Source: an optimization exercise on an open RTL-to-GDS flow (aim: a short achievable clock period and few clock cycles). Production flows keep margins and buffers that such runs may drop. The RTL was checked by simulation tests, not by an equivalence proof against the original design. Power and IR drop assume default switching activity.

Setup of run X:
## wh8_core
module wh8_core (
    input  wire       clk,
    input  wire       rst,
    input  wire       disp_valid,
    output wire       disp_ready,
    input  wire [1:0] disp_seg,
    input  wire [7:0] disp_pc,
    input  wire [7:0] disp_acc,
    input  wire [7:0] disp_x,
    input  wire [7:0] disp_y,
    input  wire       disp_z,
    input  wire [7:0] disp_ir,
    input  wire [7:0] disp_quantum,
    output wire       mem_req,
    output wire       mem_we,
    output wire [9:0] mem_addr,
    output wire [7:0] mem_wdata,
    input  wire       mem_ack,
    input  wire [7:0] mem_rdata,
    output wire       ret_valid,
    output wire       done_valid,
    output wire [2:0] done_cause,
    output wire [7:0] r_pc,
    output wire [7:0] r_acc,
    output wire [7:0] r_x,
    output wire [7:0] r_y,
    output wire       r_z,
    output wire [7:0] r_ir,
    output reg        con_valid,
    output wire [7:0] con_data
);
For scale: about 1300 cells after synthesis, about 210 flip-flops, about 12000 µm² of cells after synthesis.
Settings: LEC_CHECK=0, CAP_MARGIN=20, CORE_MARGIN=2, CORE_UTILIZATION=40, SETUP_SLACK_MARGIN=3.0, SLEW_MARGIN=20, DONT_USE_CELLS=sky130_fd_sc_hd__a2111o_1 sky130_fd_sc_hd__a2111o_2 sky130_fd_sc_hd__a2111o_4 sky130_fd_sc_hd__a2111oi_0 sky130_fd_sc_hd__a2111oi_1 sky130_fd_sc_hd__a2111oi_2 sky130_fd_sc_hd__a2111oi_4 sky130_fd_sc_hd__a221o_1 sky130_fd_sc_hd__a221o_2 sky130_fd_sc_hd__a221o_4 sky130_fd_sc_hd__a221oi_1 sky130_fd_sc_hd__a221oi_2 sky130_fd_sc_hd__a221oi_4 sky130_fd_sc_hd__a222oi_1 sky130_fd_sc_hd__a311o_1 sky130_fd_sc_hd__a311o_2 sky130_fd_sc_hd__a311o_4 sky130_fd_sc_hd__a311oi_1 sky130_fd_sc_hd__a311oi_2 sky130_fd_sc_hd__a311oi_4 sky130_fd_sc_hd__a32o_1 sky130_fd_sc_hd__a32o_2 sky130_fd_sc_hd__a32o_4 sky130_fd_sc_hd__a32oi_1 sky130_fd_sc_hd__a32oi_2 sky130_fd_sc_hd__a32oi_4 sky130_fd_sc_hd__a41o_1 sky130_fd_sc_hd__a41o_2 sky130_fd_sc_hd__a41o_4 sky130_fd_sc_hd__a41oi_1 sky130_fd_sc_hd__a41oi_2 sky130_fd_sc_hd__a41oi_4 sky130_fd_sc_hd__and4_1 sky130_fd_sc_hd__and4_2 sky130_fd_sc_hd__and4_4 sky130_fd_sc_hd__and4b_1 sky130_fd_sc_hd__and4b_2 sky130_fd_sc_hd__and4b_4 sky130_fd_sc_hd__and4bb_1 sky130_fd_sc_hd__and4bb_2 sky130_fd_sc_hd__and4bb_4 sky130_fd_sc_hd__nand4_1 sky130_fd_sc_hd__nand4_2 sky130_fd_sc_hd__nand4_4 sky130_fd_sc_hd__nand4b_1 sky130_fd_sc_hd__nand4b_2 sky130_fd_sc_hd__nand4b_4 sky130_fd_sc_hd__nand4bb_1 sky130_fd_sc_hd__nand4bb_2 sky130_fd_sc_hd__nand4bb_4 sky130_fd_sc_hd__nor3_1 sky130_fd_sc_hd__nor3_2 sky130_fd_sc_hd__nor3_4 sky130_fd_sc_hd__nor3b_1 sky130_fd_sc_hd__nor3b_2 sky130_fd_sc_hd__nor3b_4 sky130_fd_sc_hd__nor4_1 sky130_fd_sc_hd__nor4_2 sky130_fd_sc_hd__nor4_4 sky130_fd_sc_hd__nor4b_1 sky130_fd_sc_hd__nor4b_2 sky130_fd_sc_hd__nor4b_4 sky130_fd_sc_hd__nor4bb_1 sky130_fd_sc_hd__nor4bb_2 sky130_fd_sc_hd__nor4bb_4 sky130_fd_sc_hd__o2111a_1 sky130_fd_sc_hd__o2111a_2 sky130_fd_sc_hd__o2111a_4 sky130_fd_sc_hd__o2111ai_1 sky130_fd_sc_hd__o2111ai_2 sky130_fd_sc_hd__o2111ai_4 sky130_fd_sc_hd__o221a_1 sky130_fd_sc_hd__o221a_2 sky130_fd_sc_hd__o221a_4 sky130_fd_sc_hd__o221ai_1 sky130_fd_sc_hd__o221ai_2 sky130_fd_sc_hd__o221ai_4 sky130_fd_sc_hd__o311a_1 sky130_fd_sc_hd__o311a_2 sky130_fd_sc_hd__o311a_4 sky130_fd_sc_hd__o311ai_0 sky130_fd_sc_hd__o311ai_1 sky130_fd_sc_hd__o311ai_2 sky130_fd_sc_hd__o311ai_4 sky130_fd_sc_hd__o32a_1 sky130_fd_sc_hd__o32a_2 sky130_fd_sc_hd__o32a_4 sky130_fd_sc_hd__o32ai_1 sky130_fd_sc_hd__o32ai_2 sky130_fd_sc_hd__o32ai_4 sky130_fd_sc_hd__o41a_1 sky130_fd_sc_hd__o41a_2 sky130_fd_sc_hd__o41a_4 sky130_fd_sc_hd__o41ai_1 sky130_fd_sc_hd__o41ai_2 sky130_fd_sc_hd__o41ai_4 sky130_fd_sc_hd__or3_1 sky130_fd_sc_hd__or3_2 sky130_fd_sc_hd__or3_4 sky130_fd_sc_hd__or3b_1 sky130_fd_sc_hd__or3b_2 sky130_fd_sc_hd__or3b_4 sky130_fd_sc_hd__or4_1 sky130_fd_sc_hd__or4_2 sky130_fd_sc_hd__or4_4 sky130_fd_sc_hd__or4b_1 sky130_fd_sc_hd__or4b_2 sky130_fd_sc_hd__or4b_4 sky130_fd_sc_hd__or4bb_1 sky130_fd_sc_hd__or4bb_2 sky130_fd_sc_hd__or4bb_4 ; clock period 5.0 ns.
standard.sh (not shown) runs the stock make flow with config.mk's settings and CLKGATE_MAP_FILE= SYNTH_SCRIPT=/design/flow/synth_recipe.tcl, a recipe that flattens the netlist after the stock synthesis.
==> flow/flow/run.sh <==
#!/bin/bash
# Layout flow: the standard flow (standard.sh), with slow many-input OR/NOR,
# AOI/OAI and AND4/NAND4 cells added to the platform's don't-use list so that
# synthesis maps the logic to faster cells. Flip-flop mapping is unchanged,
# so the registers are the standard synthesis's. Each tool's output is kept
# in orfs/logs/; make's own output goes to flow_make.log.
set -euo pipefail
here="$(pwd)"
cells="$(cat flow/dont_use.txt)"
printf '\nexport DONT_USE_CELLS = %s\n' "$cells" >> config.mk
bash standard.sh > "$here/flow_make.log" 2>&1
Other scripts of this flow, unchanged in this note and not shown: flow/flow/dont_use.txt
Run X ran to completion and came out clean on the timing, design-rule and antenna checks.
Testbench counts of run X, summed over its fixed seeds: cycles 418,679.
What run R does differently from run X at the input level:
diff --git a/flow/design.v b/flow/design.v
--- a/flow/design.v
+++ b/flow/design.v
@@ -134,12 +134,15 @@
     wire d_inc  = (rd == OP_INC);
     wire d_one  = d_bne | d_ldai | d_ldxi | d_ldyi;
     wire d_two  = d_lda | d_ldx | d_ldy | d_adc | d_cpx | d_sta | d_inc;
     wire d_args = d_one | d_two;
     wire rd_nz  = |rd;
     wire [7:0] addr2 = addr1 + 8'd1;
+    wire [7:0] tgt   = addr1 + rd;
+    wire [8:0] tgt1w = {addr1, 1'b1} + {rd, 1'b1};
+    wire [7:0] tgt1  = tgt1w[8:1];
     wire       taken = i_bne & ~z;
     wire qlast   = ~qinf & (ret_r ? q_is2 : q_is1);
     wire f_go    = st_f & ack;
     wire retire  = (f_go & d_nop) | (st_a1 & ack & ~i_two) | (st_d & ack & ~i_inc) |
                    (st_w & ack) | (st_s0 & d_n1) | (st_s1 & ~s1_two) |
                    (st_s2 & ack & ~rd_nz);
@@ -184,36 +187,36 @@
                        (st_d & ack & i_inc) | (st_w & ~ack);
             ret_r   <= retire;
             done_r  <= st_fz | stop_q;
             con_valid <= st_s0 | st_s1 | (st_s2 & ack & rd_nz & ~a_ff);
         end
     end
+    wire       tk      = st_a1 & taken;                     
+    wire       fs2     = st_f & d_sys & x_is2;              
+    wire       s2c     = st_s2 & rd_nz;                     
     wire       pc_en   = start | st_fz | st_f | st_a1 | st_a2;
-    wire [7:0] pc_d    = start ? disp_pc : st_fz ? 8'd0 : (st_a1 & taken) ? addr1 + rd : addr1;
+    wire [7:0] pc_e    = start ? disp_pc : st_fz ? 8'd0 : addr1;
+    wire [7:0] pc_d    = tk ? tgt : pc_e;
     wire       ir_en   = start | st_fz | st_f;
     wire [7:0] ir_d    = start ? disp_ir : st_fz ? 8'd0 : rd;
     wire       acc_en  = start | st_fz | (st_a1 & i_ldai) | (st_d & i_lda) | (st_d & i_adc & ack);
-    wire [7:0] acc_d   = start ? disp_acc : st_fz ? 8'd0 : (st_d & i_adc) ? acc + rd : rd;
+    wire [7:0] acc_sum = acc + rd;
+    wire [7:0] acc_d   = (st_d & i_adc) ? acc_sum : start ? disp_acc : st_fz ? 8'd0 : rd;
     wire       x_en    = start | st_fz | (st_a1 & i_ldxi) | (st_d & i_ldx);
     wire [7:0] x_d     = start ? disp_x : st_fz ? 8'd0 : rd;
     wire       y_en    = start | st_fz | (st_a1 & i_ldyi) | (st_d & i_ldy);
     wire [7:0] y_d     = start ? disp_y : st_fz ? 8'd0 : rd;
     wire       z_en    = start | st_fz | (st_d & i_cpx);
     wire       z_d     = start ? disp_z : st_fz ? 1'b0 : (rd == x);
     wire       addr_en = start | (ack & (st_f | st_a1 | st_a2 | st_w | st_s2 | (st_d & ~i_inc)));
-    wire       s2_go   = d_sys & x_is2;
-    wire [7:0] addr_d  = start ? disp_pc :
-                         st_f  ? (s2_go ? y : addr1) :
-                         st_a1 ? (taken ? addr1 + rd : addr1) :
-                         st_a2 ? lo :
-                         st_s2 ? (rd_nz ? addr1 : pc) : pc;
-    wire [7:0] addr1_d = start ? disp_pc + 8'd1 :
-                         st_f  ? (s2_go ? y + 8'd1 : addr2) :
-                         st_a1 ? (taken ? addr2 + rd : addr2) :
-                         st_a2 ? lo + 8'd1 :
-                         st_s2 ? (rd_nz ? addr2 : pc + 8'd1) : pc + 8'd1;
+    wire [7:0] addr_e  = start ? disp_pc : st_a2 ? lo : (st_f | st_a1) ? addr1 : pc;
+    wire [7:0] addr_d  = tk ? tgt : (fs2 | s2c) ? (st_f ? y : addr1) : addr_e;
+    wire [7:0] addr1_e = start ? disp_pc + 8'd1 : st_a2 ? lo + 8'd1 : (st_f | st_a1) ? addr2 : pc + 8'd1;
+    wire [7:0] addr1_d = tk ? tgt1 : (fs2 | s2c) ? (st_f ? y + 8'd1 : addr2) : addr1_e;
+    wire [7:0] oaddr_e = addr_en ? addr_e : (st_s0 | st_s1) ? pc : addr;
+    wire [7:0] oaddr_d = (ack & tk) ? tgt : (ack & (fs2 | s2c)) ? (st_f ? y : addr1) : oaddr_e;
     wire [1:0] seg_d   = start ? disp_seg : seg;
     wire [7:0] inc_d   = rd + 8'd1;
     wire       inc_now = st_d & ack & i_inc;
     wire [7:0] q_d     = start ? disp_quantum : qleft - 8'd1;
     always @(posedge clk) begin
         if (pc_en)  pc  <= pc_d;
@@ -263,19 +266,19 @@
         end
         if (st_s0 | st_s1) begin
             ch2    <= st_s0 ? {4'h3, d_n3 ? dec_tens(d_r) : dec_ones(d_r)} : ch3;
             s1_two <= st_s0 & d_n3;
         end
         if (st_s0) ch3 <= {4'h3, dec_ones(d_r)};
-        o_pc    <= st_fz ? 8'd0 : pc_en  ? pc_d  : pc;
+        o_pc    <= tk ? tgt : st_fz ? 8'd0 : pc_en ? pc_e : pc;
         o_ir    <= st_fz ? 8'd0 : ir_en  ? ir_d  : ir;
-        o_acc   <= st_fz ? 8'd0 : acc_en ? acc_d : acc;
+        o_acc   <= (st_d & i_adc & ack) ? acc_sum : st_fz ? 8'd0 : acc_en ? acc_d : acc;
         o_x     <= st_fz ? 8'd0 : x_en   ? x_d   : x;
         o_y     <= st_fz ? 8'd0 : y_en   ? y_d   : y;
         o_z     <= st_fz ? 1'b0 : z_en   ? z_d   : z;
-        o_addr  <= {seg_d, addr_en ? addr_d : (st_s0 | st_s1) ? pc : addr};
+        o_addr  <= {seg_d, oaddr_d};
         o_wdata <= inc_now ? inc_d : st_w ? incv : acc;
         o_cause <= st_fz ? fcause_r : C_QUANTUM;
         o_con   <= st_s0 ? {4'h3, d_n3 ? {2'b00, d_h} : d_n1 ? d_r[3:0] : dec_tens(d_r)} :
                    st_s1 ? ch2 : rd;
     end
 endmodule
[summary]
- Run R reached the end of the flow, and the finished layout is clean on the timing, design-rule and antenna checks.
- Per the comparison of run R with run X, global-route wire length before repair rose by 2.8%; sequential share of the synthesized area fell 1.1 points; length of routed wiring on met1 moved up.
- Changes observed in run R relative to run X: share of the synthesized area in compound gates (AO/OA/AOI/OAI) went up, final net count went up.
- Run R vs run X — die area climbed by a few percent
- Looking only at count of plain and timing-repair buffers in the layout, and setting everything else aside, the higher value of run R and run X goes to run X.
- Taking run X as the reference point, the worst setup slack of run R rises by 0.25 ns.
- Combinational fraction of design power: run R vs run X down 1.6 points
- Compared with run X, in run R final total power went down, per-cell via count in the routed design increased 0.77%.
Testbench counts of run R, summed over its fixed seeds: cycles 418,679.

## separate check: timing with driven ports
Ports are ideal in the flow. The routed layouts listed here were re-timed in OpenROAD.
Step 1: set_driving_cell puts a clkbuf_16 on clk and a buf_2 on each other input, an assumption about the parent block.
Step 2 adds t to the input delays and takes it off the output delays; t is the mean of the earliest and latest rising clock arrival at the registers after step 1. Input paths then give back, and output paths get back, about the clock's delay inside the block.
Slacks: no drivers / after step 1 / after step 2; pairs: no drivers / after step 1.
run | t, ns | slack for setup (ns) | cell pins on the clock port's net
run X | 0.568 | 2.600 / 2.579 / 2.012 | 1
run R | 0.579 | 2.846 / 2.819 / 2.240 | 1
After both steps setup and hold are still met in every run listed. The setup slack of run R, which loses most, moves by -0.027 ns with the drivers and by -0.606 ns with both steps.
